This is an optimization exercise on Yosys and OpenROAD, whose aim is small area, a short achievable clock period and few clock cycles per item, not a production implementation. At most, simulation tests tie the RTL to the original design; equivalence was not proved. The RTL of runs 1 to 4 and 6 was laid out without a check of its function.

--- flow/design.v ---
module hsw_split (
    input  wire         clk,
    input  wire         rst,         
    input  wire         start,
    input  wire [15:0]  len,         
    output wire         busy,
    input  wire         in_valid,
    input  wire [31:0]  in_data,
    output wire         in_ready,
    output reg          done,
    output wire [255:0] pen,
    output wire [255:0] init,
    output wire [31:0]  mw,
    output wire [255:0] digest
);
    reg         running;
    reg         pre;         
    reg [5:0]   rnd;         
    reg         f61, f62, f63;   
    reg [10:0]  bleft;       
    reg [13:0]  wcnt;        
    reg         tail;        
    reg [15:0]  msg_len;
    reg [31:0]  H [0:7];     
    reg [31:0]  V [0:7];     
    reg [31:0]  w [0:15];    
    reg [31:0]  pa;          
    integer i;
    function [31:0] rotr(input [31:0] x, input integer n);
        rotr = (x >> n) | (x << (32 - n));
    endfunction
    function [31:0] bsig0(input [31:0] x);
        bsig0 = rotr(x, 2) ^ rotr(x, 13) ^ rotr(x, 22);
    endfunction
    function [31:0] bsig1(input [31:0] x);
        bsig1 = rotr(x, 6) ^ rotr(x, 11) ^ rotr(x, 25);
    endfunction
    function [31:0] ssig0(input [31:0] x);
        ssig0 = rotr(x, 7) ^ rotr(x, 18) ^ (x >> 3);
    endfunction
    function [31:0] ssig1(input [31:0] x);
        ssig1 = rotr(x, 17) ^ rotr(x, 19) ^ (x >> 10);
    endfunction
    function [63:0] csa(input [31:0] x, input [31:0] y, input [31:0] z);
        csa = {((x & y) | (x & z) | (y & z)) << 1, x ^ y ^ z};
    endfunction
    function [31:0] add_bk(input [31:0] x, input [31:0] y);
        integer l, j;
        reg [31:0] gg, pp, c;
        begin
            gg = x & y;
            pp = x ^ y;
            for (l = 0; l < 5; l = l + 1)
                for (j = (2 << l) - 1; j < 32; j = j + (2 << l)) begin
                    gg[j] = gg[j] | (pp[j] & gg[j - (1 << l)]);
                    pp[j] = pp[j] & pp[j - (1 << l)];
                end
            for (l = 3; l >= 0; l = l - 1)
                for (j = (3 << l) - 1; j < 32; j = j + (2 << l)) begin
                    gg[j] = gg[j] | (pp[j] & gg[j - (1 << l)]);
                    pp[j] = pp[j] & pp[j - (1 << l)];
                end
            c = {gg[30:0], 1'b0};
            add_bk = x ^ y ^ c;
        end
    endfunction
    localparam [2047:0] KTAB = {
        32'hc67178f2, 32'hbef9a3f7, 32'ha4506ceb, 32'h90befffa,    
        32'h8cc70208, 32'h84c87814, 32'h78a5636f, 32'h748f82ee,    
        32'h682e6ff3, 32'h5b9cca4f, 32'h4ed8aa4a, 32'h391c0cb3,    
        32'h34b0bcb5, 32'h2748774c, 32'h1e376c08, 32'h19a4c116,    
        32'h106aa070, 32'hf40e3585, 32'hd6990624, 32'hd192e819,    
        32'hc76c51a3, 32'hc24b8b70, 32'ha81a664b, 32'ha2bfe8a1,    
        32'h92722c85, 32'h81c2c92e, 32'h766a0abb, 32'h650a7354,    
        32'h53380d13, 32'h4d2c6dfc, 32'h2e1b2138, 32'h27b70a85,    
        32'h14292967, 32'h06ca6351, 32'hd5a79147, 32'hc6e00bf3,    
        32'hbf597fc7, 32'hb00327c8, 32'ha831c66d, 32'h983e5152,    
        32'h76f988da, 32'h5cb0a9dc, 32'h4a7484aa, 32'h2de92c6f,    
        32'h240ca1cc, 32'h0fc19dc6, 32'hefbe4786, 32'he49b69c1,    
        32'hc19bf174, 32'h9bdc06a7, 32'h80deb1fe, 32'h72be5d74,    
        32'h550c7dc3, 32'h243185be, 32'h12835b01, 32'hd807aa98,    
        32'hab1c5ed5, 32'h923f82a4, 32'h59f111f1, 32'h3956c25b,    
        32'he9b5dba5, 32'hb5c0fbcf, 32'h71374491, 32'h428a2f98    
    };
    localparam [2047:0] KROT = {KTAB[31:0], KTAB[2047:32]};
    localparam [255:0] IV = {
        32'h6a09e667, 32'hbb67ae85, 32'h3c6ef372, 32'ha54ff53a,
        32'h510e527f, 32'h9b05688c, 32'h1f83d9ab, 32'h5be0cd19
    };
    localparam [31:0] PA0 = 32'h2b1ec7e9, D0 = 32'h28c289bb;
    wire is_last  = (bleft == 11'd0);
    wire r6x      = (rnd[5:1] == 5'b11111);     
    wire loading  = running & (r6x ? (pre | ~is_last) : (rnd <= 6'd13));
    wire lenword  = is_last & (rnd == 6'd12 || rnd == 6'd13);
    wire partial  = (wcnt == 14'd0) & ~tail;
    wire need_in  = loading & ((wcnt != 14'd0) | (partial & (msg_len[1:0] != 2'd0)));
    wire stall    = need_in & ~in_valid;
    wire adv      = running & ~stall;
    wire finish   = f63 & is_last;
    wire start_ok = start & ~running;
    wire [16:0] len_p8 = {1'b0, len} + 17'd8;
    assign busy     = running;
    assign in_ready = need_in;
    reg [31:0] pad_word;
    always @(*) begin : padding
        integer k;
        pad_word = 32'd0;
        if (lenword) begin
            if (rnd[0])
                pad_word = {13'd0, msg_len, 3'd0};
        end else if (wcnt != 14'd0) begin
            pad_word = in_data;
        end else if (!tail) begin
            for (k = 0; k < 4; k = k + 1) begin
                if (k < msg_len[1:0])
                    pad_word[31-8*k -: 8] = in_data[31-8*k -: 8];
                else if (k == msg_len[1:0])
                    pad_word[31-8*k -: 8] = 8'h80;
            end
        end
    end
    wire [31:0] a = V[0], b = V[1], c = V[2], d = V[3];
    wire [31:0] e = V[4], f = V[5], g = V[6], h = V[7];
    wire [31:0] s1  = bsig1(e);
    wire [31:0] ch  = (e & f) ^ (~e & g);
    wire [31:0] s0  = bsig0(a);
    wire [31:0] maj = (a & b) ^ (a & c) ^ (b & c);
    wire [31:0] x4  = f63 ? H[4]  : 32'd0;
    wire [31:0] xn0 = f63 ? ~H[0] : 32'd0;
    wire [31:0] a1s, a1c, a2s, a2c, a3s, a3c;
    assign {a1c, a1s} = csa(s1, ch, pa);
    assign {a2c, a2s} = csa(s0, maj, a1s);
    assign {a3c, a3s} = csa(a2s, a2c, a1c);
    wire [31:0] a_new = a3s + a3c;
    wire [31:0] e1s, e1c, e1bs, e1bc, e2s, e2c, e3s, e3c;
    assign {e1c, e1s}   = csa(d, pa, x4);
    assign {e1bc, e1bs} = csa(s1, ch, xn0);
    assign {e2c, e2s}   = csa(e1s, e1c | {31'd0, f63}, e1bs);    
    assign {e3c, e3s}   = csa(e2s, e2c, e1bc);
    wire [31:0] e_new = e3s + e3c;
    wire [31:0] hsa = f61 ? H[3] : f62 ? H[2] : H[1];
    wire [31:0] hse = f61 ? H[7] : f62 ? H[6] : H[5];
    wire [31:0] sum_a = add_bk(hsa, a);
    wire [31:0] sum_e = add_bk(hse, e);
    wire [31:0] w1s, w1c, w2s, w2c;
    assign {w1c, w1s} = csa(w[9], w[0], ssig0(w[1]));
    assign {w2c, w2s} = csa(w1s, w1c, ssig1(w[14]));
    wire [31:0] w_calc = add_bk(w2s, w2c);
    wire        sched  = (rnd >= 6'd14) && (rnd <= 6'd61);
    wire [31:0] w_in   = sched ? w_calc : pad_word;
    wire [31:0] kx   = KROT[32*rnd +: 32];          
    wire [31:0] hx   = f63 ? H[7] : g;               
    wire [31:0] x0   = f62 ? H[0] : 32'd0;
    wire [31:0] p1s, p1c, p2s, p2c;
    assign {p1c, p1s} = csa(hx, w[15], x0);
    assign {p2c, p2s} = csa(p1s, p1c, kx);
    wire [31:0] pa_n = p2s + p2c;
    wire step    = adv & ~(pre & ~rnd[0]) & ~finish;    
    wire lo_hold = is_last & (f62 | f63);              
    always @(posedge clk) begin
        if (rst) begin
            running <= 1'b0;
            done    <= 1'b0;
        end else if (start_ok) begin
            running <= 1'b1;
            done    <= 1'b0;
            pre     <= 1'b1;
            rnd     <= 6'd62;
            f61     <= 1'b0;
            f62     <= 1'b0;
            f63     <= 1'b0;
            msg_len <= len;
            wcnt    <= len[15:2];
            tail    <= 1'b0;
            bleft   <= len_p8[16:6];
            for (i = 0; i < 8; i = i + 1)
                H[i] <= IV[255-32*i -: 32];
            V[0] <= IV[223:192]; V[1] <= IV[191:160];
            V[2] <= IV[159:128]; V[3] <= D0;
            V[4] <= IV[95:64];   V[5] <= IV[63:32];
            V[6] <= IV[31:0];    V[7] <= 32'd0;
            pa   <= PA0;
        end else if (adv) begin
            rnd <= rnd + 6'd1;
            f61 <= (rnd == 6'd60);
            f62 <= f61;
            f63 <= f62;
            if (rnd[0])
                pre <= 1'b0;
            if (loading && !lenword) begin
                if (wcnt != 14'd0)
                    wcnt <= wcnt - 14'd1;
                else
                    tail <= 1'b1;
            end
            if (step) begin
                V[0] <= a_new;
                V[1] <= f63 ? sum_a : a;
                V[2] <= f63 ? H[2]  : b;
                V[3] <= f63 ? H[3]  : c;
                V[4] <= e_new;
                V[5] <= f63 ? sum_e : e;
                V[6] <= f63 ? H[6]  : f;
                V[7] <= f63 ? H[7]  : g;
                pa   <= pa_n;
            end
            if (f61) begin
                H[3] <= sum_a;
                H[7] <= sum_e;
            end
            if (f62) begin
                H[2] <= sum_a;
                H[6] <= sum_e;
            end
            if (f63) begin
                H[0] <= a_new;
                H[1] <= sum_a;
                H[4] <= e_new;
                H[5] <= sum_e;
                if (is_last)
                    bleft <= bleft;
                else
                    bleft <= bleft - 11'd1;
            end
            if (finish) begin
                running <= 1'b0;
                done    <= 1'b1;
            end else begin
                if (f61 && is_last) begin
                    for (i = 0; i < 8; i = i + 1)
                        w[i] <= H[i];
                end else if (!lo_hold) begin
                    for (i = 0; i < 8; i = i + 1)
                        w[i] <= w[i+1];
                end
                for (i = 8; i < 15; i = i + 1)
                    w[i] <= w[i+1];
                w[15] <= w_in;
            end
        end
    end
    assign pen    = {V[0], V[1], V[2], V[3], V[4], V[5], V[6], V[7]};
    assign digest = {H[0], H[1], H[2], H[3], H[4], H[5], H[6], H[7]};
    assign init   = {w[0], w[1], w[2], w[3], w[4], w[5], w[6], w[7]};
    assign mw     = w[14];
endmodule
--- flow/flow/run.sh ---
#!/bin/bash
set -euo pipefail
export BUFFER_PORTS_ARGS="-buffer_cell sky130_fd_sc_hd__buf_1"
export SETUP_SLACK_MARGIN=${OWN_SETUP_MARGIN:-5}
bash standard.sh > flow_make.log 2>&1
--- flow/standard.sh ---
#!/bin/bash
# synth_recipe.tcl (not shown) runs the flow's synth.tcl, then flattens the netlist and writes it again
# the make line also repeats each setting of config.mk as NAME=value (left out here)
make -C /OpenROAD-flow-scripts/flow DESIGN_CONFIG=/design/flow/config.mk WORK_HOME=/design/flow/orfs CLKGATE_MAP_FILE= SYNTH_SCRIPT=/design/flow/synth_recipe.tcl "${@:-finish}"
--- flow/constraint.sdc ---
create_clock -name core_clock -period 10.0 [get_ports {clk}]
set_input_delay 2.0000 -clock core_clock [delete_from_list [all_inputs] [get_ports {clk}]]
set_output_delay 2.0000 -clock core_clock [all_outputs]
set_load 0.01 [all_outputs]
--- flow/config.mk ---
export PLATFORM = sky130hd
export DESIGN_NAME = hsw_split
export DESIGN_NICKNAME = hsw_split
export VERILOG_FILES = /design/flow/design.v
export SDC_FILE = /design/flow/constraint.sdc
export NUM_CORES = 4
export LEC_CHECK = 0
export ABC_AREA = 1
export CAP_MARGIN = 20
export CORE_MARGIN = 2
export CORE_UTILIZATION = 40
export CTS_BUF_LIST = sky130_fd_sc_hd__clkbuf_4 sky130_fd_sc_hd__clkbuf_8
export SLEW_MARGIN = 20
==> summary.txt, run 1 <==
status finished clean; WP buf/inv 3; crit start category flop; Worst path top cell family by delay adder cells; clk_skew between 0.07 and 0.08 ns; worst setup path class flop to flop; Initial Util 0.4015; WHS Path Cells 0; final hold slack 0.3970 ns; largest net degree at the start of global routing 129; Distinct cells, synth 58; CTS tree yes; RSZ-0062 raised after global routing true; met2 Usage GRT 0.5821; Clock Sinks roughly 1100; antenna violations before repair 34; worst path arrival time around 5.6 ns; sequential cell area fraction in the yosys report 0.4912; latest clock arrival within the worst-skew pair about 1.0 ns; crit-path max FO 6; GRT busiest layer met2; nets approximately 8000; total core area approximately 170000 um^2; Reg clk slew, reported paths 0.07 ns; EDFF count, synth about 1100; Max Cap Viol 0; fin crit share 0.4960; initial drt markers approximately 7000; crit path capture type flop; met3 Use GR 0.07011; Vias 55940; Setup Total Neg Slack 0 ns; final hold viol count 0; Final GP Congestion approximately 1; WL/cell 32.33 um; Syn Nets 7122; Final HPWL DP between 200000 and 300000 um; Max stage delay on crit path 0.55 ns; Yosys reg bits 1110; worst path cell trace xnor2_1 > xor2_2 > buf_4 > fa_1 > inv_1 > fa_1 > fa_1 > ha_1 > nand2_1 > nor2_1 > inv_1 > nor3_2 > o21ai_0 > nand4_1 > nand3_1; max_slew headroom 0.1790; WHS Endpoint w[9][21]$_DFFE_PP_; Via density approximately 5.7; critical path's most frequent cell fa_1; critical path required time 10.64 ns; clock buffer depth 3; R2R depth 15; CTS Hold Buffers Added 0; Worst-Margin Slew between 1 and 1.5 ns; Final Max Slew Viols 0; Tot GR Track Use 0.3598; fraction of layout cells with a size suffix above 1 0.09365; asr flop ratio synth 0; Die Wd approximately 420 um; Synth Cell Area between 60000 and 70000 um^2; Die Ht ~420 um; total gr overflow 0; end of the worst register-to-register path H[0][27]$_SDFFCE_PP1P_; hold path start w[10][21]$_DFFE_PP_; Die ar. 172800 um^2; port bufs approximately 850; pre-CTS setup slack around 3.9 ns; area grow syn2layout 16.54%; reg2reg setup slack slightly above 5 ns; minimum clock period approximately 5.0 ns; first-pass GRT wire length ~430000 um; Synth Area per Inst 10.47 um^2; WL final roughly 320000 um; drt pass-1 iters 7; FP Rows between 150 and 200; Min-Delay Path Class flop to flop; CP max stage cell fa_1; Setup WS post-layout 5.040 ns; vias in the first global route roughly 53000; met1 GRT Util 0.4421; Max Fclk 201.6 MHz; CTS buffer count 198; # DRC 0; setup violators final 0; Primary FF master, synth edfxtp_1; Yosys warnings 4; RR Startpoint V[4][16]$_SDFFCE_PP1P_; Mapped Cells 6474; Ports 855; Routed Antenna Nets 0; clk root buf clkbuf_8; CTS H-tree lvls 4
kinds of logic (layout without fill, tap and decap cells):
kind of cell | Yosys count | after routing | share of synthesized area
AND/OR/NAND/NOR | 1910 | 1910 | 0.1163
other | 0 | 17 | 0
flip-flops | 1110 | 1110 | 0.4912
multiplexers | 220 | 220 | 0.03653
AO/OA/AOI/OAI | 1073 | 1073 | 0.08873
adder cells (fa/ha/maj) | 596 | 596 | 0.1528
buffers and inverters | 1257 | 2418 | 0.07467
XOR/XNOR | 308 | 308 | 0.03978
placed cells by master, fill, tap and decap left out, types with 10 or more instances in the layout:
| cell type | count |
|---|---|
| a211oi_1 | 11 |
| a21o_1 | 20 |
| a21oi_1 | 499 |
| a22oi_1 | 51 |
| a31oi_1 | 24 |
| buf_1 | 854 |
| buf_12 | 27 |
| buf_4 | 159 |
| clkbuf_4 | 61 |
| clkbuf_8 | 198 |
| clkinv_1 | 51 |
| clkinv_2 | 26 |
| diode_2 | 17 |
| edfxtp_1 | 1108 |
| fa_1 | 386 |
| ha_1 | 202 |
| inv_1 | 990 |
| mux2_1 | 200 |
| mux2_2 | 20 |
| nand2_1 | 1081 |
| nand2_2 | 17 |
| nand3_1 | 220 |
| nand3b_1 | 12 |
| nand4_1 | 32 |
| nor2_1 | 410 |
| nor2_2 | 10 |
| nor3_1 | 47 |
| o211ai_1 | 14 |
| o21a_1 | 40 |
| o21ai_0 | 255 |
| o21ai_1 | 25 |
| o21bai_1 | 20 |
| o22ai_1 | 44 |
| or2_2 | 52 |
| xnor2_1 | 160 |
| xor2_1 | 122 |
| xor2_2 | 17 |
per-layer routing:
metal,share of wire,vias to the layer above
li1,-,23670
met1,0.36,27850
met2,0.47,3639
met3,0.091,765
met4,0.079,10
met5,0.00018,-
worst max path at each step:
stage,cells after the start,slack [ns],start,endpoint
after floorplan,6,1.11,start,w[0][0]$_DFFE_PP_
after global placement,10,4.02,start,V[1][16]$_SDFFCE_PP0P_
after detailed placement,10,3.93,start,V[2][17]$_SDFFCE_PP1P_
after CTS,18,5.00,rnd[1]$_SDFFCE_PP1P_,pa[15]$_SDFFCE_PP1P_
after global routing,17,4.97,V[4][31]$_SDFFCE_PP1P_,V[4][22]$_SDFFCE_PP0P_
final,15,5.04,V[4][16]$_SDFFCE_PP1P_,H[0][27]$_SDFFCE_PP1P_
cells in the mapped netlist, types with 21 or more instances:
cell type,n,area share
fa_1,387,0.11
edfxtp_1,1108,0.49
o21ai_0,287,0.021
xor2_1,139,0.018
nand2_1,1095,0.061
or2_2,52,0.0048
ha_1,209,0.039
nand4_1,32,0.0030
a31oi_1,24,0.0022
nor3_1,53,0.0039
buf_2,52,0.0038
nand3_1,222,0.016
o22ai_1,44,0.0041
o21a_1,40,0.0044
a22oi_1,51,0.0056
nor2_1,418,0.023
inv_1,998,0.055
mux2_1,200,0.033
clkbuf_1,156,0.0086
a21oi_1,509,0.038
o21bai_1,21,0.0023
xnor2_1,169,0.022
layout make-up:
type / instances / area, um^2
Clock inverter: 91 / 686.9
Fill cell: 16010 / 89870
Timing Repair inverter: 1 / 5.005
Multi-Input combinational cell: 4107 / 30000
Inverter: 1011 / 3837
Clock buffer: 259 / 3183
Timing Repair Buffer: 1056 / 5195
Antenna cell: 17 / 42.54
Sequential cell: 1110 / 33310
Tap cell: 2218 / 2775
state kept, by name (all words and copies together), names as in the netlist:
| name | count |
|---|---|
| f61 | 1 |
| rnd | 6 |
| w | 512 |
| pa | 32 |
| tail | 1 |
| H | 256 |
| f63 | 1 |
| wcnt | 14 |
| pre | 1 |
| bleft | 11 |
| f62 | 1 |
| msg_len | 16 |
| done | 1 |
| V | 256 |
| running | 1 |
per-stage QoR:
step	instance area (um^2)	utilization	std cells
2_1_floorplan	67890	-	6474
3_3_place_gp	73440	0.4348	9401
3_5_place_dp	73460	0.4349	9402
4_1_cts	78300	0.4636	9828
5_1_grt	79010	0.4678	9860
6_report	79030	0.4679	9870
what timing repair did:
action,in CTS,in global routing
endpoints found under the hold margin,0,0
resized for setup,69,102
buffers inserted,74,23
cloned,2,2
pin swaps,2,12
setup endpoints to repair,157,265
==> run 2, diff against run 1 <==
--- a/flow/config.mk
+++ b/flow/config.mk
@@ -8,6 +8,6 @@
 export ABC_AREA = 1
 export CAP_MARGIN = 20
 export CORE_MARGIN = 2
-export CORE_UTILIZATION = 40
+export CORE_UTILIZATION = 50
 export CTS_BUF_LIST = sky130_fd_sc_hd__clkbuf_4 sky130_fd_sc_hd__clkbuf_8
 export SLEW_MARGIN = 20
==> run 2 against run 1 <==
Effect of this change:
- setup slack got worse by 0.059 ns
- register-to-register slack worse by 0.06 ns
- largest cell class unchanged
- first-iteration DRC count is essentially flat
- clock skew fell by 0.014 ns
- flip-flop and latch count did not move
==> summary.txt, run 2 <==
nets 8113 (was 8133); CTS H-tree lvls 4 (unchanged); total gr overflow 0 (unchanged); clock buffer depth 3 (unchanged); Die ar. 138600 um^2 (was 172800 um^2); total core area 135000 um^2 (was 168900 um^2); max_slew headroom 0.04975 (was 0.1790); clk root buf clkbuf_8 (unchanged); Max Fclk 199.2 MHz (was 201.6 MHz); Setup Total Neg Slack 0 ns (unchanged); vias in the first global route 53070 (was 52700); xor and xnor area share after synthesis 0.03978 (unchanged); crit-path max FO 8 (was 6); antenna violations before repair 26 (was 34); Syn Nets 7122 (unchanged); worst path arrival time 5.74 ns (was 5.60 ns); most common cell after layout, fill and taps aside edfxtp_1 (unchanged); port bufs 854 (unchanged); area leader, netlist edfxtp_1 (unchanged); fraction of synthesized area in multiplexers 0.03653 (unchanged); Yosys warnings 4 (unchanged); Mapped Cells 6474 (unchanged); Initial Util 0.5025 (was 0.4015); Adder-Cell Fraction of Synth Area 0.1528 (unchanged); final hold viol count 0 (unchanged); design area 78550 um^2 (was 79030 um^2); sequential cell area fraction in the yosys report 0.4912 (unchanged); Distinct cells, synth 58 (unchanged); WL/cell 32.61 um (was 32.33 um); Yosys reg bits 1110 (unchanged); pre-CTS setup slack 3.592 ns (was 3.931 ns); fin crit share 0.5019 (was 0.4960); EDFF count, synth 1108 (unchanged); FP Rows 135 (was 151); synth top area cells edfxtp_1, fa_1, nand2_1 (unchanged); Primary FF master, synth edfxtp_1 (unchanged); latest clock arrival within the worst-skew pair 0.98 ns (was 1.04 ns); Synth Cell Area 67820 um^2 (unchanged); clk_skew 0.06262 ns (was 0.07631 ns); count leader, synth edfxtp_1 (unchanged); Synth top cells by count edfxtp_1, nand2_1, inv_1 (unchanged); Reg clk slew, reported paths 0.07 ns (about the same); crit path capture type flop (unchanged); Placed Area 72820 um^2 (was 73460 um^2); simple-gate share of the synthesized area 0.1163 (unchanged); crit start category flop (unchanged); Via density 5.957 (was 5.668); Vias 56020 (was 55940); critical path required time 10.72 ns (was 10.64 ns); Clock Sinks 1110 (unchanged); Most flops, register w (unchanged); Largest register FFs 512 (unchanged); Final HPWL DP 238200 um (was 251100 um); Tot GR Track Use 0.4323 (was 0.3598); Max Cap Viol 0 (unchanged); Final GP Congestion 1.085 (was 1.009); worst setup path class flop to flop (unchanged); Final Max Slew Viols 0 (unchanged); most frequent cells in the layout edfxtp_1, nand2_1, inv_1 (unchanged); Top Registers w x512, H x256, V x256 (unchanged); CTS buffer count 189 (was 198); CTS Hold Buffers Added 0 (unchanged); placed insts 8948 (was 9402); Die Ht 372.3 um (was 415.8 um); Worst-Margin Slew 1.425 ns (was 1.219 ns); RSZ-0062 raised after global routing true (unchanged); fraction of layout cells with a size suffix above 1 0.09514 (was 0.09365); # DRC 0 (unchanged); initial drt markers 7098 (was 7101); Final Instance Count excl. Fillers 9404 (was 9870); Setup WS post-layout 4.981 ns (was 5.040 ns); CTS tree yes (unchanged); area grow syn2layout 15.84% (was 16.54%); status finished clean (unchanged); asr flop ratio synth 0 (unchanged); minimum clock period 5.019 ns (was 4.960 ns); Synth top area share 0.4906 (unchanged); largest family of logic cells by synthesized area adder cells (unchanged); Min-Delay Path Class flop to flop (unchanged); Synth Area per Inst 10.47 um^2 (unchanged); drt pass-1 iters 7 (unchanged); WL final 306600 um (was 319100 um); complex-gate fraction of the synthesized area 0.08873 (unchanged); Ports 855 (unchanged); first-pass GRT wire length 408700 um (was 428300 um); Die Wd 372.3 um (was 415.8 um); Routed Antenna Nets 0 (unchanged); setup violators final 0 (unchanged); largest net degree at the start of global routing 165 (was 129); fillcell total 11840 (was 16010)
[run 2: worst paths after layout]
check                               from                      to  slack (ns)  cells past startpoint
setup reg to reg  V[0][24]$_SDFFCE_PP1P_  H[0][26]$_SDFFCE_PP0P_        4.98                     12
hold / removal       w[13][25]$_DFFE_PP_     w[12][25]$_DFFE_PP_        0.40                      0
setup / recovery  V[0][24]$_SDFFCE_PP1P_  H[0][26]$_SDFFCE_PP0P_        4.98                     12
hold reg to reg      w[13][25]$_DFFE_PP_     w[12][25]$_DFFE_PP_        0.40                      0
[run 2: per-stage QoR]
stage | util | hold WS (ns)
after global routing | 0.5819 | 0.4206
after floorplan | - | 0.4003
after detailed placement | 0.5395 | 0.4045
final | 0.5821 | 0.4047
after CTS | 0.5753 | 0.4127
after global placement | 0.5395 | 0.4002
[run 2: cell type report]
class | instances | area (um^2) | share of cell area
tap | 1781 | 2228 | 0.02837
sequential | 1110 | 33310 | 0.4241
multi-input combinational | 4108 | 30130 | 0.3836
clock buffer | 240 | 2984 | 0.03799
inverter | 1011 | 3886 | 0.04947
antenna | 13 | 32.53 | 0.0004141
timing repair buffer | 1044 | 5112 | 0.06508
timing repair inverter | 1 | 8.758 | 0.0001115
clock inverter | 96 | 857.1 | 0.01091
[run 2: cell families (layout without fill, tap and decap cells)]
logic type,Yosys count,count (layout)
buffers and inverters,1257,2392
AOI/OAI and AO/OA,1073,1073
DFF,1110,1110
adders and majority gates,596,596
other,0,13
and+or+nand+nor,1910,1911
xor gates and xnor gates,308,308
muxes,220,220
[run 2: critical path, stage by stage, from the launching register on]
cell and delay (ns):
edfxtp_1 0.91, a21oi_1 0.08, a21oi_1 0.73, fa_1 0.59, fa_1 0.50, ha_1 0.51, nand2_1 0.17, o21ai_0 0.65
a21oi_1 0.17, nand3_1 0.26, nand2_1 0.08, nand2_1 0.06, nor2_1 0.06
[run 2: metal layers]
metal | up-vias | wire length (um) | global-route usage
met5 | - | 57 | 0
met4 | 8 | 24770 | 0.2898
met3 | 805 | 37020 | 0.1331
met2 | 3802 | 137600 | 0.6625
met1 | 27770 | 107200 | 0.5262
li1 | 23630 | - | -
[run 2: timing repair]
action	4_1_cts	5_1_grt
gates resized for setup	89	115
cloned	0	3
endpoints found under the setup margin	230	337
pin swaps	2	15
buffers inserted	68	35
==> run 3, diff against run 2 <==
--- a/flow/design.v
+++ b/flow/design.v
@@ -132,16 +132,13 @@
     assign {a2c, a2s} = csa(s0, maj, a1s);
     assign {a3c, a3s} = csa(a2s, a2c, a1c);
     wire [31:0] a_new = a3s + a3c;
-    wire [31:0] e1s, e1c, e1bs, e1bc, e2s, e2c, e3s, e3c;
-    assign {e1c, e1s}   = csa(d, pa, x4);
-    assign {e1bc, e1bs} = csa(s1, ch, xn0);
-    assign {e2c, e2s}   = csa(e1s, e1c | {31'd0, f63}, e1bs);    
-    assign {e3c, e3s}   = csa(e2s, e2c, e1bc);
+    wire [31:0] e1s, e1c, e2s, e2c, e3s, e3c;
+    assign {e1c, e1s}   = csa(d, x4, xn0);
+    assign {e2c, e2s}   = csa(a1s, a1c, e1s);
+    assign {e3c, e3s}   = csa(e2s, e2c, e1c | {31'd0, f63});    
     wire [31:0] e_new = e3s + e3c;
-    wire [31:0] hsa = f61 ? H[3] : f62 ? H[2] : H[1];
-    wire [31:0] hse = f61 ? H[7] : f62 ? H[6] : H[5];
-    wire [31:0] sum_a = add_bk(hsa, a);
-    wire [31:0] sum_e = add_bk(hse, e);
+    wire [31:0] sum_a = add_bk(H[3], a);
+    wire [31:0] sum_e = add_bk(H[7], e);
     wire [31:0] w1s, w1c, w2s, w2c;
     assign {w1c, w1s} = csa(w[9], w[0], ssig0(w[1]));
     assign {w2c, w2s} = csa(w1s, w1c, ssig1(w[14]));
@@ -149,7 +146,7 @@
     wire        sched  = (rnd >= 6'd14) && (rnd <= 6'd61);
     wire [31:0] w_in   = sched ? w_calc : pad_word;
     wire [31:0] kx   = KROT[32*rnd +: 32];          
-    wire [31:0] hx   = f63 ? H[7] : g;               
+    wire [31:0] hx   = f63 ? H[6] : g;               
     wire [31:0] x0   = f62 ? H[0] : 32'd0;
     wire [31:0] p1s, p1c, p2s, p2c;
     assign {p1c, p1s} = csa(hx, w[15], x0);
@@ -196,27 +193,25 @@
             if (step) begin
                 V[0] <= a_new;
                 V[1] <= f63 ? sum_a : a;
-                V[2] <= f63 ? H[2]  : b;
-                V[3] <= f63 ? H[3]  : c;
+                V[2] <= f63 ? H[1]  : b;              
+                V[3] <= f63 ? H[2]  : c;              
                 V[4] <= e_new;
                 V[5] <= f63 ? sum_e : e;
-                V[6] <= f63 ? H[6]  : f;
-                V[7] <= f63 ? H[7]  : g;
+                V[6] <= f63 ? H[5]  : f;              
+                V[7] <= g;                            
                 pa   <= pa_n;
             end
-            if (f61) begin
-                H[3] <= sum_a;
-                H[7] <= sum_e;
-            end
-            if (f62) begin
-                H[2] <= sum_a;
-                H[6] <= sum_e;
+            if (f61 | f62 | f63) begin
+                H[1] <= sum_a;
+                H[2] <= H[1];
+                H[3] <= H[2];
+                H[5] <= sum_e;
+                H[6] <= H[5];
+                H[7] <= H[6];
             end
             if (f63) begin
                 H[0] <= a_new;
-                H[1] <= sum_a;
                 H[4] <= e_new;
-                H[5] <= sum_e;
                 if (is_last)
                     bleft <= bleft;
                 else
==> flow/flow/run.sh (replaced) <==
#!/bin/bash
set -euo pipefail
export BUFFER_PORTS_ARGS="-buffer_cell sky130_fd_sc_hd__buf_1"
export SETUP_SLACK_MARGIN=5
bash standard.sh > flow_make.log 2>&1
==> run 3 against run 2 <==
Effect of this change:
- area after synthesis down 3.2%
- via count down 0.89%
- global-route usage up 1.3 points
- utilization up 0.99 points
- design area down 2.2%
- first-iteration DRC count up 30%
- count of clock-buffer cells in the layout down 5
- setup slack worse by 0.074 ns
- critical path type unchanged
==> summary.txt, run 3 <==
status finished clean (unchanged); first-pass GRT wire length 412700 um (was 408700 um); total core area 129800 um^2 (was 135000 um^2); Synth top area share 0.5070 (was 0.4906); Min-Delay Path Class flop to flop (unchanged); Mapped Cells 6308 (was 6474); critical path required time 10.64 ns (was 10.72 ns); Synth Area per Inst 10.40 um^2 (was 10.47 um^2); Synth Cell Area 65630 um^2 (was 67820 um^2); antenna violations before repair 12 (was 26); CTS buffer count 188 (was 189); Final HPWL DP 239600 um (was 238200 um); Top Registers w x512, H x256, V x256 (unchanged); Routed Antenna Nets 0 (unchanged); Max Cap Viol 0 (unchanged); CTS tree yes (unchanged); synth top area cells edfxtp_1, fa_1, nand2_1 (unchanged); clk_skew 0.05459 ns (was 0.06262 ns); Synth top cells by count nand2_1, edfxtp_1, inv_1 (was edfxtp_1, nand2_1, inv_1); area grow syn2layout 17.10% (was 15.84%); nets 7925 (was 8113); Final Max Slew Viols 0 (unchanged); initial drt markers 9213 (was 7098); crit-path max FO 5 (was 8); CTS Hold Buffers Added 0 (unchanged); Layout Utilization 0.5920 (was 0.5821); crit start category flop (unchanged); fillcell total 11350 (was 11840); Placed Area 70750 um^2 (was 72820 um^2); most common cell after layout, fill and taps aside nand2_1 (was edfxtp_1); Initial Util 0.5056 (was 0.5025); Ports 855 (unchanged); Largest register FFs 512 (unchanged); Yosys warnings 4 (unchanged); vias in the first global route 51860 (was 53070); Reg clk slew, reported paths 0.06 ns (was 0.07 ns); Die Ht 366.3 um (was 372.3 um); setup violators final 0 (unchanged); total gr overflow 0 (unchanged); largest net degree at the start of global routing 165 (unchanged); Yosys reg bits 1110 (unchanged); Most flops, register w (unchanged); most frequent cells in the layout nand2_1, edfxtp_1, inv_1 (was edfxtp_1, nand2_1, inv_1); RSZ-0062 raised after global routing true (unchanged); WL final 306400 um (was 306600 um); max_slew headroom 0.1472 (was 0.04975); clock buffer depth 3 (unchanged); latest clock arrival within the worst-skew pair 0.99 ns (was 0.98 ns); fraction of layout cells with a size suffix above 1 0.1093 (was 0.09514); WL/cell 33.25 um (was 32.61 um); count leader, synth nand2_1 (was edfxtp_1); Tot GR Track Use 0.4457 (was 0.4323); EDFF count, synth 1108 (unchanged); placed insts 8736 (was 8948); area leader, netlist edfxtp_1 (unchanged); port bufs 854 (unchanged); minimum clock period 5.093 ns (was 5.019 ns); Die Wd 366.3 um (was 372.3 um); Max Fclk 196.4 MHz (was 199.2 MHz); # DRC 0 (unchanged); clk root buf clkbuf_8 (unchanged); Via density 6.025 (was 5.957); Setup Total Neg Slack 0 ns (unchanged); Vias 55520 (was 56020); Final GP Congestion 1.052 (was 1.085); crit path capture type flop (unchanged); Primary FF master, synth edfxtp_1 (unchanged); Syn Nets 6923 (was 7122); fin crit share 0.5093 (was 0.5019); worst path arrival time 5.74 ns (about the same); Clock Sinks 1110 (unchanged); asr flop ratio synth 0 (unchanged); final hold viol count 0 (unchanged); Final Instance Count excl. Fillers 9215 (was 9404); drt pass-1 iters 7 (unchanged); sequential cell area fraction in the yosys report 0.5076 (was 0.4912); Die ar. 134200 um^2 (was 138600 um^2); worst setup path class flop to flop (unchanged); Distinct cells, synth 55 (was 58); FP Rows 132 (was 135); CTS H-tree lvls 4 (unchanged); Worst-Margin Slew 1.279 ns (was 1.425 ns); design area 76850 um^2 (was 78550 um^2)
==> run 3: changes by cell type in the layout (fill, tap and decap cells not counted), moves of 46 or more <==
cell	previous run	this run
mux2_2	20	78
nor2_1	407	475
mux2_4	0	46
a21oi_1	483	290
o21ai_1	21	123
mux2_1	200	0
==> run 3: worst paths after layout <==
check / depth (start not counted) / end / from / slack (ns)
worst max-delay path: 16 / H[4][19]$_SDFFCE_PP1P_ / V[4][25]$_SDFFCE_PP1P_ / 4.91
worst min-delay path: 0 / w[9][15]$_DFFE_PP_ / w[10][15]$_DFFE_PP_ / 0.39
worst max register to register: 16 / H[4][19]$_SDFFCE_PP1P_ / V[4][25]$_SDFFCE_PP1P_ / 4.91
worst min register to register: 0 / w[9][15]$_DFFE_PP_ / w[10][15]$_DFFE_PP_ / 0.39
==> run 3: what timing repair did <==
action / in CTS / in global routing
hold endpoints to repair: 0 / 0
setup endpoints to repair: 143 / 103
buffers inserted: 82 / 41
gates resized for setup: 68 / 129
pin swaps: 3 / 22
cloned: 0 / 3
==> run 3: cell families (layout without fill, tap and decap cells) <==
logic type                 Yosys count  in the layout  share of synthesized area
xor gates and xnor gates           316            316                    0.04217
AOI/OAI and AO/OA                  981            981                    0.08386
adders and majority gates          563            563                     0.1479
muxes                              124            124                    0.02391
DFF                               1110           1110                     0.5076
other                                0              7                          0
and+or+nand+nor                   1992           1992                     0.1228
buffers and inverters             1222           2380                    0.07172
==> run 3: layout make-up <==
cell class | instances | area, um^2 | area share
inverters | 980 | 3717 | 0.04837
clock inverters | 111 | 1115 | 0.01451
well taps | 1742 | 2180 | 0.02836
diodes | 7 | 17.52 | 0.0002279
flip-flops and latches | 1110 | 33310 | 0.4335
multi-input cells | 3976 | 28420 | 0.3698
clock buffers | 235 | 2947 | 0.03834
repair buffers | 1054 | 5145 | 0.06695
==> run 3: through the flow <==
step | setup WS, ns | hold WS (ns)
after detailed placement | 3.983 | 0.4045
after global placement | 4.012 | 0.4005
after global routing | 4.904 | 0.3866
final | 4.907 | 0.3873
after floorplan | 1.191 | 0.4003
after CTS | 4.993 | 0.3741
==> run 3: per-layer routing <==
| layer | track usage | up-vias | wire length (um) |
|---|---|---|---|
| met5 | 0 | - | 53 |
| met4 | 0.2440 | 10 | 20590 |
| met3 | 0.1413 | 677 | 43740 |
| met2 | 0.6322 | 4530 | 127000 |
| met1 | 0.6079 | 27270 | 115000 |
| li1 | - | 23040 | - |
==> run 3: critical path: stages, from the launching register on <==
cell and delay (ns):
edfxtp_1 0.56, xnor2_2 0.29, xor2_2 0.32, fa_1 0.49
inv_2 0.15, fa_1 0.48, fa_1 0.46, ha_2 0.47
nand2_1 0.20, nor2_1 0.17, inv_1 0.14, nor3_2 0.25
nand2_1 0.09, nand2_1 0.24, nand2_1 0.18, nand3_1 0.13
nand3_1 0.12
==> run 4, diff against run 3 <==
==> flow/flow/run.sh (replaced) <==
#!/bin/bash
set -euo pipefail
export BUFFER_PORTS_ARGS="-buffer_cell sky130_fd_sc_hd__buf_1"
export SETUP_SLACK_MARGIN=5.5
bash standard.sh > flow_make.log 2>&1
--- a/flow/config.mk
+++ b/flow/config.mk
@@ -8,6 +8,6 @@
 export ABC_AREA = 1
 export CAP_MARGIN = 20
 export CORE_MARGIN = 2
-export CORE_UTILIZATION = 50
+export CORE_UTILIZATION = 40
 export CTS_BUF_LIST = sky130_fd_sc_hd__clkbuf_4 sky130_fd_sc_hd__clkbuf_8
 export SLEW_MARGIN = 20
==> run 4 against run 3 <==
Effect of this change:
- design area up 6.4%
- die area up 25%
- sequential share of layout area down 2.6 points
- still clean
- global-route usage down 7.0 points
- highest routed layer unchanged
- synthesized cell count unchanged
- count of clock-buffer cells in the layout up 13
- setup slack better by 0.44 ns
- critical path type unchanged
- critical endpoint is now w[15][31]$_DFFE_PP_
- area after synthesis unchanged
==> summary.txt, run 4 <==
most frequent cells in the layout edfxtp_1, nand2_1, inv_1 (was nand2_1, edfxtp_1, inv_1); hold path start w[10][20]$_DFFE_PP_ (was w[10][15]$_DFFE_PP_); CTS buffer count 199 (was 188); Worst-Margin Slew 1.306 ns (was 1.279 ns); Synth top area share 0.5070 (unchanged); pre-CTS setup slack 3.998 ns (was 3.983 ns); Synth Cell Area 65630 um^2 (unchanged); max_slew headroom 0.1294 (was 0.1472); final hold viol count 0 (unchanged); synth top area cells edfxtp_1, fa_1, nand2_1 (unchanged); Via density 5.701 (was 6.025); WL met3 38330 um (was 43740 um); fin crit share 0.4657 (was 0.5093); worst setup path class flop to flop (unchanged); EDFF count, synth 1108 (unchanged); met1 WL 127500 um (was 115000 um); Distinct cells, synth 55 (unchanged); Die ar. 167300 um^2 (was 134200 um^2); CTS Hold Buffers Added 0 (unchanged); status finished clean (unchanged); antenna violations before repair 25 (was 12); RR Startpoint w[1][19]$_DFFE_PP_ (was V[4][25]$_SDFFCE_PP1P_); Syn Nets 6923 (unchanged); latest clock arrival within the worst-skew pair 1.02 ns (was 0.99 ns); total core area 162800 um^2 (was 129800 um^2); Max stage delay on crit path 0.50 ns (was 0.56 ns); Max Fclk 214.7 MHz (was 196.4 MHz); Die Ht 409.1 um (was 366.3 um); Vias 55730 (was 55520); initial drt markers 8436 (was 9213); nets 8040 (was 7925); Top Metal Used met5 (unchanged); RSZ-0062 raised after global routing true (unchanged); FP Rows 148 (was 132); Largest register FFs 512 (unchanged); port bufs 854 (unchanged); design area 81800 um^2 (was 76850 um^2); met2 wire len 137300 um (was 127000 um); Initial Util 0.4032 (was 0.5056); Mapped Cells 6308 (unchanged); Most flops, register w (unchanged); fraction of layout cells with a size suffix above 1 0.1871 (was 0.1093); critical path's most frequent cell nand2_1 (unchanged); asr flop ratio synth 0 (unchanged); worst path arrival time 5.40 ns (was 5.74 ns); setup violators final 0 (unchanged); sequential cell area fraction in the yosys report 0.5076 (unchanged); clk_skew 0.09834 ns (was 0.05459 ns); area leader, netlist edfxtp_1 (unchanged); # DRC 0 (unchanged); area grow syn2layout 24.63% (was 17.10%); Worst path top cell family by delay adder cells (unchanged); Synth Area per Inst 10.40 um^2 (unchanged); Final Max Slew Viols 0 (unchanged); WL/cell 33.13 um (was 33.25 um); most common cell after layout, fill and taps aside edfxtp_1 (was nand2_1); Setup WS post-layout 5.343 ns (was 4.907 ns); minimum clock period 4.657 ns (was 5.093 ns); Top Registers w x512, H x256, V x256 (unchanged); Ports 855 (unchanged); CTS tree yes (unchanged); Synth top cells by count nand2_1, edfxtp_1, inv_1 (unchanged); placed insts 9192 (was 8736); total gr overflow 0 (unchanged); drt pass-1 iters 8 (was 7); Tot GR Track Use 0.3756 (was 0.4457); CP max stage cell fa_1 (was edfxtp_1); Max Cap Viol 0 (unchanged); CTS H-tree lvls 4 (unchanged); crit start category flop (unchanged); crit path capture type flop (unchanged); critical path required time 10.74 ns (was 10.64 ns); Layout Utilization 0.5025 (was 0.5920); WL final 323800 um (was 306400 um); Final HPWL DP 250600 um (was 239600 um); crit-path max FO 4 (was 5); Final Instance Count excl. Fillers 9775 (was 9215); clock buffer depth 3 (unchanged); WP buf/inv 5 (was 2); CP startpoint w[1][19]$_DFFE_PP_ (was V[4][25]$_SDFFCE_PP1P_); Reg clk slew, reported paths 0.06 ns (about the same); Placed Area 71490 um^2 (was 70750 um^2); clk root buf clkbuf_8 (unchanged); count leader, synth nand2_1 (unchanged); vias in the first global route 51890 (was 51860); Yosys warnings 4 (unchanged); Min-Delay Path Class flop to flop (unchanged); Yosys reg bits 1110 (unchanged); Routed Antenna Nets 0 (unchanged); Die Wd 409.1 um (was 366.3 um); Final GP Congestion 1.035 (was 1.052); Setup Total Neg Slack 0 ns (unchanged); largest net degree at the start of global routing 159 (was 165); Primary FF master, synth edfxtp_1 (unchanged); Clock Sinks 1110 (unchanged); first-pass GRT wire length 430300 um (was 412700 um)
-- run 4: cell counts after synthesis --
Identical to the previous run, type by type.
-- run 4: cell type report --
cell class              count  area [um^2]
clock inverters           117        837.1
diodes                     11        27.53
inverters                 980         3762
well taps                2175         2721
flip-flops and latches   1110        33310
fillers                 15000        80970
repair buffers           1157         6334
clock buffers             248         3107
multi-input cells        3977        31700
-- run 4: per-stage QoR --
step	hold WS [ns]
after global placement	0.4003
after global routing	0.3966
after floorplan	0.4003
final	0.3926
after detailed placement	0.4045
after CTS	0.4073
-- run 4: cells by family after synthesis --
logic type / count (synthesis) / synth area share
AND/OR/NAND/NOR: 1992 / 0.1228
flip-flops: 1110 / 0.5076
buffers and inverters: 1222 / 0.07172
XOR/XNOR: 316 / 0.04217
AO/OA/AOI/OAI: 981 / 0.08386
adder cells (fa/ha/maj): 563 / 0.1479
multiplexers: 124 / 0.02391
-- run 4: per-layer routing --
layer  up-vias  GRT usage
met1     27920     0.5132
met3       679     0.1027
met5         -          0
met4        14     0.2101
met2      3831     0.5378
li1      23280          -
-- run 4: final timing paths --
kind	endpoint	slack, ns	depth (start not counted)
worst max-delay path	w[15][31]$_DFFE_PP_	5.34	26
worst min-delay path	w[9][20]$_DFFE_PP_	0.39	0
worst max register to register	w[15][31]$_DFFE_PP_	5.34	26
worst min register to register	w[9][20]$_DFFE_PP_	0.39	0
-- run 4: worst register-to-register path: cells and delay by family (launching register included) --
| family | cells | cell delay (ns) |
|---|---|---|
| compound gates | 2 | 0.23 |
| xor+xnor | 4 | 1.01 |
| fa+ha+maj | 4 | 1.51 |
| buf+inv | 5 | 0.42 |
| flops | 1 | 0.41 |
| simple gates | 11 | 0.83 |
-- run 4: repair_timing --
item | CTS | global route
setup endpoints to repair | 727 | 153
buffers inserted | 132 | 67
gates cloned | 5 | 3
gates resized for setup | 544 | 484
pin swaps | 88 | 158
==> run 5, diff against run 4 <==
--- a/flow/design.v
+++ b/flow/design.v
@@ -17,7 +17,8 @@
     reg         pre;         
     reg [5:0]   rnd;         
     reg         f61, f62, f63;   
-    reg [10:0]  bleft;       
+    reg         last;        
+    reg         nlast;       
     reg [13:0]  wcnt;        
     reg         tail;        
     reg [15:0]  msg_len;
@@ -88,7 +89,7 @@
         32'h510e527f, 32'h9b05688c, 32'h1f83d9ab, 32'h5be0cd19
     };
     localparam [31:0] PA0 = 32'h2b1ec7e9, D0 = 32'h28c289bb;
-    wire is_last  = (bleft == 11'd0);
+    wire is_last  = last;
     wire r6x      = (rnd[5:1] == 5'b11111);     
     wire loading  = running & (r6x ? (pre | ~is_last) : (rnd <= 6'd13));
     wire lenword  = is_last & (rnd == 6'd12 || rnd == 6'd13);
@@ -98,7 +99,6 @@
     wire adv      = running & ~stall;
     wire finish   = f63 & is_last;
     wire start_ok = start & ~running;
-    wire [16:0] len_p8 = {1'b0, len} + 17'd8;
     assign busy     = running;
     assign in_ready = need_in;
     reg [31:0] pad_word;
@@ -169,7 +169,7 @@
             msg_len <= len;
             wcnt    <= len[15:2];
             tail    <= 1'b0;
-            bleft   <= len_p8[16:6];
+            last    <= 1'b0;
             for (i = 0; i < 8; i = i + 1)
                 H[i] <= IV[255-32*i -: 32];
             V[0] <= IV[223:192]; V[1] <= IV[191:160];
@@ -184,6 +184,10 @@
             f63 <= f62;
             if (rnd[0])
                 pre <= 1'b0;
+            if (r6x && !rnd[0])
+                nlast <= tail | (wcnt <= 14'd13);
+            if (r6x && rnd[0] && (pre || !last))
+                last <= nlast;
             if (loading && !lenword) begin
                 if (wcnt != 14'd0)
                     wcnt <= wcnt - 14'd1;
@@ -212,10 +216,6 @@
             if (f63) begin
                 H[0] <= a_new;
                 H[4] <= e_new;
-                if (is_last)
-                    bleft <= bleft;
-                else
-                    bleft <= bleft - 11'd1;
             end
             if (finish) begin
                 running <= 1'b0;
==> flow/flow/run.sh (replaced) <==
#!/bin/bash
# Own flow: the standard layout (standard.sh, unchanged synthesis, floorplan,
# power grid, placement, CTS and routing), with two ORFS variables set:
#  - BUFFER_PORTS_ARGS: every input and output port still gets its own buffer,
#    but the small sky130_fd_sc_hd__buf_1 instead of the resizer's default pick
#  - SETUP_SLACK_MARGIN: repair_timing works until 5.5 ns of setup slack
# The make output goes to flow_make.log; ORFS keeps each step's log under orfs/logs.
set -euo pipefail
export BUFFER_PORTS_ARGS="-buffer_cell sky130_fd_sc_hd__buf_1"
export SETUP_SLACK_MARGIN=5.5
bash standard.sh > flow_make.log 2>&1
==> run 5 against run 4 <==
Effect of this change:
- register-to-register slack better by 0.03 ns
- clock skew decreased by 0.013 ns
- design area is 1.1% higher
- utilization is 0.61 points higher
- synthesized cell count up 0.94%
- count of clock-buffer cells in the layout rose by 14
- global-route usage is 3.1 points higher
- fmax grew 0.60%
- highest routed layer unchanged
==> summary.txt, run 5 <==
status finished clean (unchanged); total gr overflow 0 (unchanged); drt pass-1 iters 8 (unchanged); WHS Endpoint w[12][20]$_DFFE_PP_ (was w[9][20]$_DFFE_PP_); pre-CTS setup slack 3.966 ns (was 3.998 ns); synth top area cells edfxtp_1, fa_1, nand2_1 (unchanged); Initial Util 0.4025 (was 0.4032); R2R depth 24 (was 26); Ports 855 (unchanged); CTS Hold Buffers Added 0 (unchanged); Vias 57400 (was 55730); Most flops, register w (unchanged); Routed Antenna Nets 0 (unchanged); clock buffer depth 3 (unchanged); area leader, netlist edfxtp_1 (unchanged); largest net degree at the start of global routing 159 (unchanged); worst path arrival time 5.36 ns (was 5.40 ns); Syn Nets 6982 (was 6923); clk_skew 0.08557 ns (was 0.09834 ns); nets 8193 (was 8040); WL/cell 35.22 um (was 33.13 um); Via density 5.788 (was 5.701); Tot GR Track Use 0.4063 (was 0.3756); Yosys reg bits 1101 (was 1110); # DRC 0 (unchanged); CTS tree yes (unchanged); clk root buf clkbuf_8 (unchanged); Final Max Slew Viols 0 (unchanged); total core area 162600 um^2 (was 162800 um^2); latest clock arrival within the worst-skew pair 1.03 ns (was 1.02 ns); final hold viol count 0 (unchanged); most frequent cells in the layout nand2_1, edfxtp_1, inv_1 (was edfxtp_1, nand2_1, inv_1); hold path start w[13][20]$_DFFE_PP_ (was w[10][20]$_DFFE_PP_); count leader, synth nand2_1 (unchanged); first-pass GRT wire length 459700 um (was 430300 um); EDFF count, synth 1099 (was 1108); Max Fclk 216.0 MHz (was 214.7 MHz); Die ar. 166900 um^2 (was 167300 um^2); FP Rows 148 (unchanged); worst path cell trace xnor2_1 > xor2_1 > fa_1 > fa_1 > inv_1 > ha_1 > nand2_2 > inv_2 > a21oi_2 > nand2_2 > nand2_4 > nand2_4 > nand2_4 > nand2_4 > nand2_2 > nand2_2 > nand2_2 > nand2_2 > fa_2 > xor2_2 > xor2_1 > nand2_1 > nand3_2 > nand2_1; Synth top area share 0.5043 (was 0.5070); Worst-Margin Slew 1.292 ns (was 1.306 ns); Min-Delay Path Class flop to flop (unchanged); initial drt markers 9049 (was 8436); Die Ht 408.5 um (was 409.1 um); end of the worst register-to-register path w[15][31]$_DFFE_PP_ (unchanged); asr flop ratio synth 0 (unchanged); area grow syn2layout 26.38% (was 24.63%); fraction of layout cells with a size suffix above 1 0.2079 (was 0.1871); Largest register FFs 512 (unchanged); Max stage delay on crit path 0.56 ns (was 0.50 ns); setup violators final 0 (unchanged); Setup Total Neg Slack 0 ns (unchanged); vias in the first global route 52710 (was 51890); worst setup path class flop to flop (unchanged); RR Startpoint w[1][13]$_DFFE_PP_ (was w[1][19]$_DFFE_PP_); sequential cell area fraction in the yosys report 0.5049 (was 0.5076); Setup WS post-layout 5.371 ns (was 5.343 ns); Die Wd 408.5 um (was 409.1 um); Top Registers w x512, H x256, V x256 (unchanged); Synth Cell Area 65440 um^2 (was 65630 um^2); CTS buffer count 192 (was 199); WHS Path Cells 0 (unchanged); Max Cap Viol 0 (unchanged); area of the multi-input gates 32100 um^2 (was 31700 um^2); total area of sequential cells 33040 um^2 (was 33310 um^2); Distinct cells, synth 59 (was 55); Mapped Cells 6367 (was 6308); CTS H-tree lvls 4 (unchanged); critical path required time 10.73 ns (was 10.74 ns); CP max stage cell edfxtp_1 (was fa_1); max_slew headroom 0.1296 (was 0.1294); most common cell after layout, fill and taps aside nand2_1 (was edfxtp_1); Reg clk slew, reported paths 0.06 ns (about the same); minimum clock period 4.629 ns (was 4.657 ns); Synth top cells by count nand2_1, edfxtp_1, inv_1 (unchanged); antenna violations before repair 36 (was 25); RSZ-0062 raised after global routing true (unchanged); Final HPWL DP 267600 um (was 250600 um); crit path capture type flop (unchanged); Primary FF master, synth edfxtp_1 (unchanged); Synth Area per Inst 10.28 um^2 (was 10.40 um^2); Yosys warnings 4 (unchanged); crit-path max FO 4 (unchanged); port bufs 854 (unchanged); Final GP Congestion 1.025 (was 1.035); fillcell total 15170 (was 15000); Clock Sinks 1101 (was 1110); crit start category flop (unchanged); critical path's most frequent cell nand2_2 (was nand2_1); WL final 349300 um (was 323800 um); reg2reg setup slack 5.37 ns (was 5.34 ns); fin crit share 0.4629 (was 0.4657)
[run 5: cell types whose count changed in the layout (fill, tap and decap cells not counted), moves of 25 or more]
| cell | change |
|---|---|
| o211ai_1 | +76 |
| a22oi_1 | -56 |
| mux2_2 | +46 |
| nor2_1 | -33 |
| o22ai_1 | -39 |
| nand2_1 | +84 |
| nor2_2 | +38 |
| xor2_1 | +25 |
| buf_4 | +81 |
| nand3_1 | -51 |
| o21ai_0 | +118 |
| o21ai_1 | -112 |
| mux2_4 | -46 |
[run 5: area by class of cell]
class,count,area share
inverters,968,0.04536
diodes,18,0.0005446
clock buffers,262,0.03846
repair buffers,1241,0.08672
repair inverters,4,0.0004085
well taps,2175,0.03291
multi-input cells,4070,0.3881
clock inverters,79,0.007943
flip-flops and latches,1101,0.3995
[run 5: how the worst max path moves through the flow]
stage,startpoint,slack (ns),to,depth (start not counted)
final,w[1][13]$_DFFE_PP_,5.37,w[15][31]$_DFFE_PP_,24
after global routing,w[1][13]$_DFFE_PP_,5.22,w[15][31]$_DFFE_PP_,24
after CTS,rnd[0]$_SDFFCE_PP0P_,5.32,pa[26]$_SDFFCE_PP0P_,20
after detailed placement,start,3.97,V[6][28]$_SDFFCE_PP1P_,10
after global placement,start,3.99,V[6][28]$_SDFFCE_PP1P_,10
after floorplan,in_valid,1.19,w[0][0]$_DFFE_PP_,6
[run 5: per-stage QoR]
stage            util  hold slack, ns  instance area, um^2  std cells
2_1_floorplan       -          0.4003                65490       6367
3_3_place_gp   0.4379          0.4003                71200       9251
3_5_place_dp   0.4380          0.4045                71210       9252
4_1_cts        0.4855          0.4104                78940       9789
5_1_grt        0.5085          0.4106                82670       9906
6_report       0.5087          0.4031                82700       9918
[run 5: kinds of logic after synthesis]
family,count (synthesis),share of synthesized area
DFF,1101,0.5049
and+or+nand+nor,2055,0.1265
buffers and inverters,1197,0.07036
AOI/OAI and AO/OA,1021,0.08753
muxes,124,0.02134
xor gates and xnor gates,303,0.04055
adders and majority gates,566,0.1488
[run 5: per-layer routing]
metal,up-vias,GRT usage,routed length (um)
met4,22,0.2120,21540
met2,4214,0.5718,145100
met3,693,0.1134,44570
li1,23620,-,-
met1,28850,0.5690,138000
met5,-,0,125
[run 5: worst max-delay path: cells and delay by family (launching register included)]
family,cells,cell delay [ns]
AND/OR/NAND/NOR,13,0.97
AO/OA/AOI/OAI,1,0.13
XOR/XNOR,4,0.91
flip-flops,1,0.56
buffers and inverters,2,0.10
adder cells (fa/ha/maj),4,1.67
[run 5: what timing repair did]
item / CTS / global route
cloned: 12 / 7
buffers inserted: 184 / 104
endpoints found under the setup margin: 698 / 301
hold endpoints to repair: 0 / 0
gates resized for setup: 473 / 648
pin swaps: 85 / 211
Testbench counts of run 5, summed over its fixed seeds: cycles 334,976, blocks 5,219.
==> run 6, diff against run 5 <==
--- a/flow/design.v
+++ b/flow/design.v
@@ -26,6 +26,7 @@
     reg [31:0]  V [0:7];     
     reg [31:0]  w [0:15];    
     reg [31:0]  pa;          
+    reg [31:0]  dh;          
     integer i;
     function [31:0] rotr(input [31:0] x, input integer n);
         rotr = (x >> n) | (x << (32 - n));
@@ -125,20 +126,20 @@
     wire [31:0] ch  = (e & f) ^ (~e & g);
     wire [31:0] s0  = bsig0(a);
     wire [31:0] maj = (a & b) ^ (a & c) ^ (b & c);
-    wire [31:0] x4  = f63 ? H[4]  : 32'd0;
-    wire [31:0] xn0 = f63 ? ~H[0] : 32'd0;
+    wire [31:0] xd  = f63 ? dh : 32'd0;
     wire [31:0] a1s, a1c, a2s, a2c, a3s, a3c;
-    assign {a1c, a1s} = csa(s1, ch, pa);
-    assign {a2c, a2s} = csa(s0, maj, a1s);
+    assign {a1c, a1s} = csa(ch, maj, pa);
+    assign {a2c, a2s} = csa(s1, s0, a1s);
     assign {a3c, a3s} = csa(a2s, a2c, a1c);
     wire [31:0] a_new = a3s + a3c;
     wire [31:0] e1s, e1c, e2s, e2c, e3s, e3c;
-    assign {e1c, e1s}   = csa(d, x4, xn0);
-    assign {e2c, e2s}   = csa(a1s, a1c, e1s);
-    assign {e3c, e3s}   = csa(e2s, e2c, e1c | {31'd0, f63});    
+    assign {e1c, e1s}   = csa(d, xd, pa);
+    assign {e2c, e2s}   = csa(e1s, e1c | {31'd0, f63}, ch);    
+    assign {e3c, e3s}   = csa(e2s, e2c, s1);
     wire [31:0] e_new = e3s + e3c;
     wire [31:0] sum_a = add_bk(H[3], a);
-    wire [31:0] sum_e = add_bk(H[7], e);
+    wire        f6x   = f61 | f62 | f63;
+    wire [31:0] sum_e = add_bk(f6x ? H[7] : H[4], f6x ? e : ~H[0]);
     wire [31:0] w1s, w1c, w2s, w2c;
     assign {w1c, w1s} = csa(w[9], w[0], ssig0(w[1]));
     assign {w2c, w2s} = csa(w1s, w1c, ssig1(w[14]));
@@ -205,7 +206,9 @@
                 V[7] <= g;                            
                 pa   <= pa_n;
             end
-            if (f61 | f62 | f63) begin
+            if (!f6x)
+                dh <= sum_e;
+            if (f6x) begin
                 H[1] <= sum_a;
                 H[2] <= H[1];
                 H[3] <= H[2];
--- a/flow/config.mk
+++ b/flow/config.mk
@@ -10,4 +10,6 @@
 export CORE_MARGIN = 2
 export CORE_UTILIZATION = 40
 export CTS_BUF_LIST = sky130_fd_sc_hd__clkbuf_4 sky130_fd_sc_hd__clkbuf_8
+export CTS_CLUSTER_DIAMETER = 80
+export CTS_CLUSTER_SIZE = 12
 export SLEW_MARGIN = 20
==> run 6 against run 5 <==
Effect of this change:
- fmax fell by 1.5%
- sequential share of layout area rose by 2.1 points
- setup slack lost 0.071 ns
- still clean
- flip-flop and latch count up 32
- final cell count grew 0.25%
- global-route usage rose by 1.9 points
- synthesized cell count grew 3.0%
- critical path depth is 2 higher
==> summary.txt, run 6 <==
final hold slack 0.4113 ns (was 0.4031 ns); Max Fclk 212.7 MHz (was 216.0 MHz); largest net degree at the start of global routing 170 (was 159); most frequent cells in the layout inv_1, edfxtp_1, nand2_1 (was nand2_1, edfxtp_1, inv_1); WL/cell 37.56 um (was 35.22 um); EDFF count, synth 1131 (was 1099); WL met3 58350 um (was 44570 um); Clock Sinks 1133 (was 1101); CTS tree yes (unchanged); crit start category flop (unchanged); Yosys warnings 4 (unchanged); drt pass-1 iters 8 (unchanged); fin crit share 0.4701 (was 0.4629); Synth top cells by count inv_1, nand2_1, edfxtp_1 (was nand2_1, edfxtp_1, inv_1); crit path capture type flop (unchanged); Mapped Cells 6555 (was 6367); Via density 5.889 (was 5.788); Top Registers w x512, H x256, V x256 (unchanged); area grow syn2layout 20.81% (was 26.38%); Synth Cell Area 66930 um^2 (was 65440 um^2); asr flop ratio synth 0 (unchanged); count leader, synth inv_1 (was nand2_1); fraction of layout cells with a size suffix above 1 0.1587 (was 0.2079); Final Max Slew Viols 0 (unchanged); final hold viol count 0 (unchanged); Distinct cells, synth 64 (was 59); Final HPWL DP 294700 um (was 267600 um); clk_skew 0.1006 ns (was 0.08557 ns); RSZ-0062 raised after global routing true (unchanged); latest clock arrival within the worst-skew pair 0.95 ns (was 1.03 ns); Reg clk slew, reported paths 0.10 ns (was 0.06 ns); placed insts 9510 (was 9252); synth top area cells edfxtp_1, fa_1, inv_1 (was edfxtp_1, fa_1, nand2_1); crit-path max FO 3 (was 4); sequential cell area fraction in the yosys report 0.5080 (was 0.5049); setup violators final 0 (unchanged); Die Ht 413.0 um (was 408.5 um); status finished clean (unchanged); Largest register FFs 512 (unchanged); Routed Antenna Nets 0 (unchanged); antenna violations before repair 47 (was 36); Ports 855 (unchanged); Die Wd 413.0 um (was 408.5 um); Final Instance Count excl. Fillers 9943 (was 9918); clk root buf clkbuf_8 (unchanged); met2 wire len 151300 um (was 145100 um); total core area 166700 um^2 (was 162600 um^2); most common cell after layout, fill and taps aside inv_1 (was nand2_1); Top Metal Used met5 (unchanged); fillcell total 16000 (was 15170); CTS H-tree lvls 3 (was 4); Synth Area per Inst 10.21 um^2 (was 10.28 um^2); WHS Path Cells 0 (unchanged); met1 WL 138400 um (was 138000 um); pre-CTS setup slack 3.989 ns (was 3.966 ns); nets 8291 (was 8193); critical path required time 10.63 ns (was 10.73 ns); Vias 58550 (was 57400); WL final 373500 um (was 349300 um); Die ar. 170600 um^2 (was 166900 um^2); Tot GR Track Use 0.4257 (was 0.4063); Worst-Margin Slew 1.309 ns (was 1.292 ns); Primary FF master, synth edfxtp_1 (unchanged); minimum clock period 4.701 ns (was 4.629 ns); Setup WS post-layout 5.299 ns (was 5.371 ns); FP Rows 150 (was 148); Most flops, register w (unchanged)
-- run 6: cell types whose count changed in the layout (fill, tap and decap cells not counted), moves of 70 or more --
| cell | change |
|---|---|
| inv_1 | +284 |
| o211ai_1 | -85 |
| o21ai_0 | +78 |
| clkbuf_8 | -77 |
| a22oi_1 | +71 |
| a21oi_1 | -70 |
-- run 6: worst paths after layout --
kind,start,endpoint
worst min register to register,w[10][21]$_DFFE_PP_,w[9][21]$_DFFE_PP_
worst max register to register,w[1][5]$_DFFE_PP_,w[15][31]$_DFFE_PP_
worst max-delay path,w[1][5]$_DFFE_PP_,w[15][31]$_DFFE_PP_
worst min-delay path,w[10][21]$_DFFE_PP_,w[9][21]$_DFFE_PP_
-- run 6: what timing repair did --
item | CTS | global route
setup endpoints to repair | 564 | 449
gates resized for setup | 391 | 481
pin swaps | 66 | 123
hold buffers | 0 | 0
cloned | 6 | 2
buffers inserted | 173 | 70
-- run 6: final cells by class --
cell class	instances	share of cell area
flip-flops and latches	1133	0.4205
multi-input cells	3973	0.3793
repair buffers	1214	0.08161
inverters	1237	0.05820
well taps	2204	0.03411
clock buffers	126	0.02075
clock inverters	34	0.004797
diodes	22	0.0006809
-- run 6: logic make-up (layout without fill, tap and decap cells) --
family                     after synthesis  after routing  synth area share
DFF                                   1133           1133            0.5080
xor gates and xnor gates               308            308           0.04031
buffers and inverters                 1451           2611           0.08284
adders and majority gates              563            563            0.1452
and+or+nand+nor                       1921           1923            0.1161
AOI/OAI and AO/OA                     1084           1084           0.09159
other                                    0             22                 0
muxes                                   95             95           0.01598
-- run 6: per-stage QoR --
| stage | utilization | instance area, um^2 |
|---|---|---|
| 6_report | 0.4852 | 80860 |
| 5_1_grt | 0.4849 | 80820 |
| 4_1_cts | 0.4688 | 78140 |
| 3_5_place_dp | 0.4381 | 73020 |
| 3_3_place_gp | 0.4381 | 73010 |
| 2_1_floorplan | - | 66980 |
-- run 6: critical path, stage by stage, from the launching register on --
cell	delay, ns
edfxtp_1	0.54
buf_6	0.20
xnor2_2	0.17
xor2_1	0.19
fa_1	0.50
fa_1	0.56
inv_1	0.05
ha_1	0.27
nand2_1	0.08
nand2_2	0.06
nand3_2	0.08
nand2_2	0.07
nand2_2	0.08
nand2_4	0.08
nand2_4	0.09
nand2_8	0.07
nand2_4	0.06
nand2_4	0.05
nand2_2	0.07
nand2_2	0.06
fa_2	0.43
xor2_4	0.19
xnor2_2	0.17
inv_1	0.06
nand2_1	0.05
nand3_1	0.09
nand2_1	0.07
-- run 6: routing by layer --
layer | GRT usage | up-vias
li1 | - | 23730
met1 | 0.5589 | 29270
met2 | 0.5883 | 4696
met3 | 0.1795 | 823
met4 | 0.2372 | 30
met5 | 0 | -

[port drivers added, routing unchanged]
No port has a modelled driver above. Below, the same layouts with a new extraction and two added sets of constraints.
Step 1 (the two cells are an assumption about what drives the block):
set clk [get_ports {clk}]
set_driving_cell -lib_cell sky130_fd_sc_hd__clkbuf_16 $clk
set_driving_cell -lib_cell sky130_fd_sc_hd__buf_2 [delete_from_list [all_inputs] $clk]
Step 2 also shifts input and output timing later by t, the mid clock arrival at the registers, as if the neighbouring blocks saw the same clock.
a / b / c = ideal ports / drivers / drivers and shift; a / b = the first two.
run | t, ns | setup WS [ns] | hold WS [ns]
run 1 | 1.093 | 5.040 / 5.040 / 4.166 | 0.397 / 0.397 / 0.397
run 2 | 1.034 | 4.981 / 4.981 / 4.440 | 0.405 / 0.405 / 0.405
run 3 | 1.050 | 4.907 / 4.907 / 4.189 | 0.387 / 0.387 / 0.387
run 4 | 1.049 | 5.343 / 5.343 / 4.667 | 0.393 / 0.393 / 0.393
run 5 | 1.062 | 5.371 / 5.371 / 4.578 | 0.403 / 0.403 / 0.403
run 6 | 0.999 | 5.299 / 5.299 / 4.580 | 0.411 / 0.411 / 0.411
After both steps every run listed still meets setup and hold. The setup slack of run 1, which loses most, moves by 0.000 ns with the drivers and by -0.874 ns with both steps.
